From an optimization exercise on the open Yosys and OpenROAD flow, aimed at small area, a short achievable clock period and few clock cycles; shortcuts taken in it are not production practice.
Where RTL was checked, it was by simulation tests only, not by an equivalence proof against the original.
Power and IR drop assume default switching activity.

==> flow/design.v <==
module mctp_rx (
    input  wire        clk,
    input  wire        rst,             
    input  wire        start_valid,
    output wire        start_ready,
    input  wire [7:0]  cfg_mtu,         
    input  wire        cfg_pec_check,   
    input  wire        in_valid,        
    output wire        in_ready,
    input  wire [7:0]  in_data,
    output reg         out_valid,       
    input  wire        out_ready,
    output reg  [7:0]  out_data,
    output wire        done_valid,      
    input  wire        done_ready,
    output reg  [1:0]  done_status,     
    output reg  [9:0]  done_pkts,       
    output reg  [12:0] done_rx_len,     
    output reg  [12:0] done_raw_len,    
    output wire        done_mic_ok      
);
    localparam [12:0] REPLY_CAP = 13'd5120;
    localparam [31:0] MIC_RESIDUE = 32'hB798B438;
    localparam [1:0] ST_OK = 2'd0, ST_BADBC = 2'd1, ST_OVF = 2'd2, ST_PEC = 2'd3;
    function [7:0] crc8_byte(input [7:0] c, input [7:0] b);
        integer i;
        reg [7:0] x;
        begin
            x = c ^ b;
            for (i = 0; i < 8; i = i + 1)
                x = x[7] ? ((x << 1) ^ 8'h07) : (x << 1);
            crc8_byte = x;
        end
    endfunction
    function [31:0] crc32_byte(input [31:0] c, input [7:0] b);
        integer i;
        reg [31:0] x;
        begin
            x = c ^ {24'd0, b};
            for (i = 0; i < 8; i = i + 1)
                x = x[0] ? ((x >> 1) ^ 32'h82F63B78) : (x >> 1);
            crc32_byte = x;
        end
    endfunction
    reg        s_idle, s_hdr, s_body, s_pec, s_done;
    reg [7:0]  mtu;
    reg        pec_check;
    reg [7:0]  bc;
    reg [7:0]  cnt;         
    reg        eom;
    reg [7:0]  crc8;
    reg [31:0] crc32;       
    reg        sk_valid;    
    reg [7:0]  sk_data;
    reg        bc_bad_r;    
    reg        body_ovf_r;  
    reg        next_ovf_r;  
    wire [12:0] raw_sum  = done_raw_len + {5'd0, bc} + 13'd4;
    wire [12:0] rx_sum   = done_rx_len + {5'd0, bc} - 13'd5;
    wire take      = in_valid && in_ready;
    wire out_fire  = out_valid && out_ready;
    wire [7:0] crc8_next = crc8_byte(crc8, in_data);
    wire pec_bad   = pec_check && (in_data != crc8);
    assign start_ready = s_idle;
    assign in_ready    = s_hdr || (s_body && !sk_valid) || s_pec;
    assign done_valid  = s_done && !out_valid;
    assign done_mic_ok = (done_status == ST_OK) && (done_rx_len[12:2] != 11'd0) &&
                         (crc32 == MIC_RESIDUE);
    always @(posedge clk) begin
        bc_bad_r   <= (bc < 8'd5) || ({1'b0, bc} > ({1'b0, mtu} + 9'd5));
        body_ovf_r <= raw_sum > REPLY_CAP;
        next_ovf_r <= raw_sum > (REPLY_CAP - 13'd8);
        if (rst) begin
            out_valid <= 1'b0;
            sk_valid  <= 1'b0;
        end else if (!out_valid || out_ready) begin
            if (sk_valid) begin
                out_data <= sk_data;
                sk_valid <= 1'b0;
            end else if (take && s_body) begin
                out_data <= in_data;
            end
            out_valid <= sk_valid || (take && s_body);
        end else if (take && s_body) begin
            sk_data  <= in_data;
            sk_valid <= 1'b1;
        end
        if (out_fire)
            crc32 <= crc32_byte(crc32, out_data);
        if (rst) begin
            s_idle <= 1'b1;
            s_hdr  <= 1'b0;
            s_body <= 1'b0;
            s_pec  <= 1'b0;
            s_done <= 1'b0;
        end else begin
            if (s_idle && start_valid) begin
                mtu          <= cfg_mtu;
                pec_check    <= cfg_pec_check;
                done_status  <= ST_OK;
                done_pkts    <= 10'd0;
                done_rx_len  <= 13'd0;
                done_raw_len <= 13'd0;
                crc32        <= 32'hFFFFFFFF;
                crc8         <= 8'd0;
                cnt          <= 8'd0;
                s_idle       <= 1'b0;
                s_hdr        <= 1'b1;
            end
            if (s_hdr && take) begin
                cnt <= cnt + 8'd1;
                if (cnt[2:0] == 3'd2)
                    bc <= in_data;
                if (cnt[2])
                    crc8 <= crc8_next;
                if (cnt[2:0] == 3'd7) begin
                    eom   <= in_data[6];
                    s_hdr <= 1'b0;
                    if (bc_bad_r) begin
                        done_status <= ST_BADBC;
                        s_done      <= 1'b1;
                    end else if (body_ovf_r) begin
                        done_status <= ST_OVF;
                        s_done      <= 1'b1;
                    end else if (bc == 8'd5) begin
                        s_pec <= 1'b1;
                    end else begin
                        cnt    <= bc;
                        s_body <= 1'b1;
                    end
                end
            end
            if (s_body && take) begin
                crc8 <= crc8_next;
                cnt  <= cnt - 8'd1;
                if (cnt == 8'd6) begin
                    s_body <= 1'b0;
                    s_pec  <= 1'b1;
                end
            end
            if (s_pec && take) begin
                s_pec <= 1'b0;
                if (pec_bad) begin
                    done_status <= ST_PEC;
                    s_done      <= 1'b1;
                end else begin
                    done_pkts    <= done_pkts + 10'd1;
                    done_rx_len  <= rx_sum;
                    done_raw_len <= raw_sum;
                    crc8         <= 8'd0;
                    cnt          <= 8'd0;
                    if (eom) begin
                        s_done <= 1'b1;
                    end else if (next_ovf_r) begin
                        done_status <= ST_OVF;
                        s_done      <= 1'b1;
                    end else begin
                        s_hdr <= 1'b1;
                    end
                end
            end
            if (done_valid && done_ready) begin
                s_done <= 1'b0;
                s_idle <= 1'b1;
            end
        end
    end
endmodule
make LEC_CHECK=0 CAP_MARGIN=20 CORE_MARGIN=2 CORE_UTILIZATION=40 SETUP_SLACK_MARGIN=2.5 SLEW_MARGIN=20 finish   # period 5.0 ns
run.sh (not shown) runs the stock make flow with config.mk's settings and CLKGATE_MAP_FILE= SYNTH_SCRIPT=/design/flow/synth_recipe.tcl, a recipe that flattens the netlist after the stock synthesis.
The baseline ran to the end with no violations.
Next try:
--- a/flow/config.mk
+++ b/flow/config.mk
@@ -11 +10,0 @@
-export SETUP_SLACK_MARGIN = 2.5
The new run completed with no timing, DRC or antenna violations; final cell count shrinks by a little under a tenth; worst hold slack loses 0.048 ns; setup slack gets worse by 0.55 ns; routed wire length came out lower by about a fifth; via count goes down by roughly a tenth; clock-buffer cell count grows by 1; power shrinks by roughly a tenth; area after synthesis does not change; utilization drops by 10 points; global-route usage is lower by 2.6 points.
No run of this note included a check of the RTL's function; only the layout flow was run.

* * *

Another version of the RTL of mctp_rx (not shown whole).
For scale: roughly 770 cells after synthesis, roughly 74 I/O pins, about 7600 um^2 of cells after synthesis.
==> flow/config.mk <==
export PLATFORM = sky130hd
export DESIGN_NAME = mctp_rx
export DESIGN_NICKNAME = mctp_rx
export VERILOG_FILES = /design/flow/design.v
export SDC_FILE = /design/flow/constraint.sdc
export NUM_CORES = 4
export LEC_CHECK = 0
export CAP_MARGIN = 20
export CORE_MARGIN = 2
export CORE_UTILIZATION = 65
export CTS_BUF_LIST = sky130_fd_sc_hd__clkbuf_4 sky130_fd_sc_hd__clkbuf_8
export PLACE_DENSITY = 0.75
export SETUP_SLACK_MARGIN = 2.8
export SLEW_MARGIN = 20
==> flow/constraint.sdc <==
create_clock -name core_clock -period 5.0 [get_ports {clk}]
set_input_delay 1.0000 -clock core_clock [delete_from_list [all_inputs] [get_ports {clk}]]
set_output_delay 1.0000 -clock core_clock [all_outputs]
set_load 0.01 [all_outputs]
standard.sh (not shown) runs the stock make flow with config.mk's settings and CLKGATE_MAP_FILE= SYNTH_SCRIPT=/design/flow/synth_recipe.tcl, a recipe that flattens the netlist after the stock synthesis.
==> flow/flow/run.sh <==
#!/bin/bash
# The standard layout (the standard.sh: standard synthesis, then ORFS to
# finish), with plain sky130 buffers on the ports instead of the delay cells
# that buffer_ports picks by default.
export BUFFER_PORTS_ARGS="-buffer_cell sky130_fd_sc_hd__buf_2"
bash standard.sh > standard.log 2>&1
Testbench counts at the start, summed over its fixed seeds: cycles 37,863.
Edit:
==> flow/flow/run.sh (replaced) <==
#!/bin/bash
# The standard layout (the standard.sh: standard synthesis, then ORFS to
# finish), with plain sky130 buffers on the ports instead of the delay cells
# that buffer_ports picks by default, and a clock tree without dummy loads.
export BUFFER_PORTS_ARGS="-buffer_cell sky130_fd_sc_hd__buf_2"
export CTS_ARGS="-sink_clustering_enable -repair_clock_nets -buf_list {sky130_fd_sc_hd__clkbuf_4 sky130_fd_sc_hd__clkbuf_8} -dont_use_dummy_load"
bash standard.sh > standard.log 2>&1
Settings changed: CORE_UTILIZATION 65 to 40, PLACE_DENSITY 0.75 to not set, SETUP_SLACK_MARGIN 2.8 to 2.7.
Clock power went down by 34%.
Wire length goes down by 1.2%.
Combinational power came out lower by about 10%.
Via count falls by 5.1%.
Worst setup slack hardly moves.
Design area fell by 4.9%.
Utilization shrinks by 34 points.
Die area went up by 60%.
First-iteration DRC count fell by 21%.
Non-clock buffer count falls by 25.
Edit:
--- a/flow/flow/run.sh
+++ b/flow/flow/run.sh
@@ -4,3 +4,3 @@
 # that buffer_ports picks by default, and a clock tree without dummy loads.
-export BUFFER_PORTS_ARGS="-buffer_cell sky130_fd_sc_hd__buf_2"
+export BUFFER_PORTS_ARGS="-buffer_cell sky130_fd_sc_hd__buf_1"
 export CTS_ARGS="-sink_clustering_enable -repair_clock_nets -buf_list {sky130_fd_sc_hd__clkbuf_4 sky130_fd_sc_hd__clkbuf_8} -dont_use_dummy_load"
Settings changed: SETUP_SLACK_MARGIN 2.7 to 2.8.
After rerunning: The new run completed without violations. Global-route usage is about the same. Clock power is about the same. Design area rose by a few percent. Via count rose slightly. Flip-flop and latch count does not change. Routed wire length rose by a few percent. Final cell count rose by a few percent.
Edit:
==> flow/flow/run.sh (replaced) <==
#!/bin/bash
# The standard layout (the standard.sh: standard synthesis, then ORFS to
# finish), with plain sky130 buffers on the ports instead of the delay cells
# that buffer_ports picks by default.
export BUFFER_PORTS_ARGS="-buffer_cell sky130_fd_sc_hd__buf_2"
bash standard.sh > standard.log 2>&1
Effect: Critical path depth goes down by 1. Die area is unchanged. Sequential cell count stays the same. Clock power rises by well over a third. Worst setup slack degrades by 0.018 ns. Synthesized cell count does not change. Cell area rises slightly. Sequential share of layout area came out lower by 0.59 points. First-iteration DRC count falls by roughly a tenth.

* * *

== job 7409 ==
Starting RTL as in the previous note.
export LEC_CHECK = 0
export CAP_MARGIN = 20
export CORE_MARGIN = 2
export CORE_UTILIZATION = 40
export CTS_BUF_LIST = sky130_fd_sc_hd__clkbuf_4 sky130_fd_sc_hd__clkbuf_8
export GPL_TIMING_DRIVEN = 0
export SETUP_SLACK_MARGIN = 2.8
export SLEW_MARGIN = 20
create_clock -name core_clock -period 5.0 [get_ports {clk}]
==> flow/flow/run.sh <==
#!/bin/bash
# The standard layout (the standard.sh: standard synthesis, then ORFS to
# finish), with plain sky130 buffers on the ports instead of the delay cells
# that buffer_ports picks by default, and a clock tree without dummy loads.
export BUFFER_PORTS_ARGS="-buffer_cell sky130_fd_sc_hd__buf_2"
export CTS_ARGS="-sink_clustering_enable -repair_clock_nets -buf_list {sky130_fd_sc_hd__clkbuf_4 sky130_fd_sc_hd__clkbuf_8} -dont_use_dummy_load"
bash standard.sh > standard.log 2>&1
Testbench counts of job 7409, summed over its fixed seeds: cycles 37,863.
diff inputs: job 7409 => job 8339
==> flow/flow/run.sh <==
#!/bin/bash
# The standard layout (the standard.sh: standard synthesis, then ORFS to
# finish), with plain sky130 buffers on the ports instead of the delay cells
# that buffer_ports picks by default.
export BUFFER_PORTS_ARGS="-buffer_cell sky130_fd_sc_hd__buf_2"
bash standard.sh > standard.log 2>&1
--- a/flow/config.mk
+++ b/flow/config.mk
@@ -10,5 +10,4 @@
 export CORE_UTILIZATION = 40
 export CTS_BUF_LIST = sky130_fd_sc_hd__clkbuf_4 sky130_fd_sc_hd__clkbuf_8
-export GPL_TIMING_DRIVEN = 0
-export SETUP_SLACK_MARGIN = 2.8
+export SETUP_SLACK_MARGIN = 3.0
 export SLEW_MARGIN = 20
Results
Job 8339 was carried through to the last stage, and its layout satisfied the timing, DRC and antenna checks.
Job 7409 went all the way through the flow, and no timing, DRC or antenna check failed.
Lower power density over the cells among job 7409 and job 8339: job 7409
The time the final worst path needs with I/O delays and setup of job 8339 falls short of that of job 7409 by 0.077 ns.
Going from job 7409 to job 8339, sum of internal, switching and leakage power +370 uW; clock buffer count +3.
Changes observed in job 8339 relative to job 7409: final cell count went up by 29; share of the core filled with cells went up by 5.8 points; number of buffers and inverters on the critical path went up by 1.

* * *

## before
Starting RTL as in the previous note.
clock: 5.0 ns
lec_check: 0
cap_margin: 20
core_margin: 2
core_utilization: 40
cts_buf_list: sky130_fd_sc_hd__clkbuf_4 sky130_fd_sc_hd__clkbuf_8
setup_slack_margin: 2.8
slew_margin: 20
==> flow/flow/run.sh <==
#!/bin/bash
# The standard layout (the standard.sh: standard synthesis, then ORFS to
# finish), with plain sky130 buffers on the ports instead of the delay cells
# that buffer_ports picks by default, and a clock tree without dummy loads.
export BUFFER_PORTS_ARGS="-buffer_cell sky130_fd_sc_hd__buf_2"
export CTS_ARGS="-sink_clustering_enable -repair_clock_nets -buf_list {sky130_fd_sc_hd__clkbuf_4 sky130_fd_sc_hd__clkbuf_8} -dont_use_dummy_load"
bash standard.sh SKIP_GATE_CLONING=1 finish > standard.log 2>&1
before: flow completed, timing, DRC and antenna clean
Testbench counts of before, summed over its fixed seeds: cycles 37,863.
Input changes introduced in after (baseline for comparison: before):
==> flow/flow/run.sh <==
#!/bin/bash
# The standard layout (the standard.sh: standard synthesis, then ORFS to
# finish), with plain sky130 buffers on the ports instead of the delay cells
# that buffer_ports picks by default, and a clock tree without dummy loads.
export BUFFER_PORTS_ARGS="-buffer_cell sky130_fd_sc_hd__buf_2"
export CTS_ARGS="-sink_clustering_enable -repair_clock_nets -buf_list {sky130_fd_sc_hd__clkbuf_4 sky130_fd_sc_hd__clkbuf_8} -dont_use_dummy_load"
bash standard.sh > standard.log 2>&1
- The mux cell area share after synthesis was comparable across after and before.
- Changes observed in after relative to before: combinational group share of total power held steady; filler cell count in the final layout roughly the same; leakage component of the power saw little to no change; post-synthesis cell area ~0 delta; inverter count now sits at about the same level.

* * *

## job 2998
mctp_rx, a different RTL version from the one above (not shown whole).
Size in the first run: about 140 flip-flops, about 74 I/O pins, roughly 7500 µm² of cells after synthesis.
export LEC_CHECK = 0
export CAP_MARGIN = 20
export CORE_MARGIN = 2
export CORE_UTILIZATION = 40
export CTS_BUF_LIST = sky130_fd_sc_hd__clkbuf_4 sky130_fd_sc_hd__clkbuf_8
export SETUP_SLACK_MARGIN = 2.86
export SLEW_MARGIN = 20
create_clock -name core_clock -period 5.0 [get_ports {clk}]
==> flow/flow/run.sh <==
#!/bin/bash
# The standard layout (the standard.sh: standard synthesis, then ORFS to
# finish), with plain sky130 buffers on the ports instead of the delay cells
# that buffer_ports picks by default, and a clock tree without dummy loads.
export BUFFER_PORTS_ARGS="-buffer_cell sky130_fd_sc_hd__buf_2"
export CTS_ARGS="-sink_clustering_enable -repair_clock_nets -buf_list {sky130_fd_sc_hd__clkbuf_4 sky130_fd_sc_hd__clkbuf_8} -dont_use_dummy_load"
bash standard.sh > standard.log 2>&1
Job 2998 finished every step from synthesis to the final layout, and the layout passed the timing, DRC and antenna checks.
Testbench counts of job 2998, summed over its fixed seeds: cycles 37,863.
Setup changes, job 2998 to job 790
- PLACE_DENSITY newly set to 0.4
- SETUP_SLACK_MARGIN changed from 2.86 to 2.8
==> comparison <==
- Both conditions hold for job 790: the flow ran to the end and the final layout passed the timing, DRC and antenna checks.
- Job 2998 → job 790: hold slack saw a decrease, sequential cell area was more or less identical, overall via count from detail_route increased by 134 relative to the old numbers.
- Between job 2998 and job 790, largest fanout on the critical path increased.
- Diff job 790..job 2998 | H-tree depth | unchanged
- Max number of inserted filler cells in the final layout across job 790 and job 2998: job 790
- The power dissipated in combinational cells reported for job 790 is greater than that of job 2998 by about 4%.

* * *

## cedar
mctp_rx, a different RTL version from the one above (not shown whole).
Size in the first run: roughly 140 flip-flops.
==> flow/config.mk <==
export PLATFORM = sky130hd
export DESIGN_NAME = mctp_rx
export DESIGN_NICKNAME = mctp_rx
export VERILOG_FILES = /design/flow/design.v
export SDC_FILE = /design/flow/constraint.sdc
export NUM_CORES = 4
export LEC_CHECK = 0
export CAP_MARGIN = 20
export CORE_MARGIN = 2
export CORE_UTILIZATION = 40
export CTS_BUF_LIST = sky130_fd_sc_hd__clkbuf_4 sky130_fd_sc_hd__clkbuf_8
export SETUP_SLACK_MARGIN = 2.8
export SLEW_MARGIN = 20
==> flow/constraint.sdc <==
create_clock -name core_clock -period 5.0 [get_ports {clk}]
set_input_delay 1.0000 -clock core_clock [delete_from_list [all_inputs] [get_ports {clk}]]
set_output_delay 1.0000 -clock core_clock [all_outputs]
set_load 0.01 [all_outputs]
run.sh (not shown) runs the stock make flow with config.mk's settings and CLKGATE_MAP_FILE= SYNTH_SCRIPT=/design/flow/synth_recipe.tcl, a recipe that flattens the netlist after the stock synthesis.
Stock flow here: none of the scripts above is used.
Per the final summary, cedar finished and its layout is clean on timing, DRC and antenna.
Testbench counts of cedar, summed over its fixed seeds: cycles 37,863.
Changes in juniper relative to cedar:
- clearing CTS_BUF_LIST, which used to be sky130_fd_sc_hd__clkbuf_4 sky130_fd_sc_hd__clkbuf_8
Findings:
Result for juniper and cedar: all clean. Compared with cedar, in juniper final cell count now sits lower, final cycle utilization of the critical path now sits at about the same level, combined flip-flop and latch cell area now sits lower, total power now sits higher. Side by side, layout-stage area growth over the synthesis result turned out higher in juniper than in cedar. Summary of the comparison: fraction of layout cells with a size suffix above 1 is lower in juniper, relative to cedar. | part of the power in combinational logic | juniper vs cedar | 0.5 points lower |. Compared with cedar, cell area in juniper increased slightly. juniper vs. cedar: post-cts repair resize count went down by 37.

## afterwards: timing with drivers on the ports
Ports are ideal in the flow. The routed layouts listed here were re-timed in OpenROAD. Step 1 assumes that a clkbuf_16 drives the clock port and a buf_2 every other input. Step 2, shift: input delay + t, output delay - t, t = (earliest + latest rising clock arrival at the registers) / 2. This alone moves slack from input paths to output paths. a / b / c = no drivers / after step 1 / after step 2; a / b = the first two.
run	t, ns	slack for setup (ns)	worst hold slack (ns)
the first run of note 1	0.472	2.012 / 1.965 / 2.026	0.518 / 0.518 / 0.518
the second run of note 1	0.466	1.460 / 1.481 / 1.016	0.471 / 0.471 / 0.471
the first run of note 2	0.497	2.758 / 2.758 / 2.336	0.471 / 0.471 / 0.471
the second run of note 2	0.471	2.757 / 2.738 / 2.268	0.477 / 0.477 / 0.477
the third run of note 2	0.473	2.844 / 2.808 / 2.367	0.481 / 0.481 / 0.481
the fourth run of note 2	0.488	2.826 / 2.791 / 2.368	0.471 / 0.471 / 0.471
job 7409	0.483	2.792 / 2.763 / 2.310	0.430 / 0.430 / 0.430
job 8339	0.487	2.869 / 2.838 / 2.471	0.431 / 0.431 / 0.431
before	0.472	2.830 / 2.800 / 2.366	0.458 / 0.458 / 0.458
after	0.472	2.830 / 2.800 / 2.366	0.458 / 0.458 / 0.458
job 2998	0.483	2.657 / 2.657 / 2.399	0.467 / 0.467 / 0.467
job 790	0.484	2.814 / 2.804 / 2.350	0.461 / 0.461 / 0.461
cedar	0.487	2.688 / 2.688 / 2.281	0.448 / 0.448 / 0.448
juniper	0.453	2.684 / 2.684 / 2.394	0.448 / 0.448 / 0.448
After both steps setup and hold are still met in every run listed. The setup slack of the second run of note 2, which loses most, moves by -0.019 ns with the drivers and by -0.489 ns with both steps.
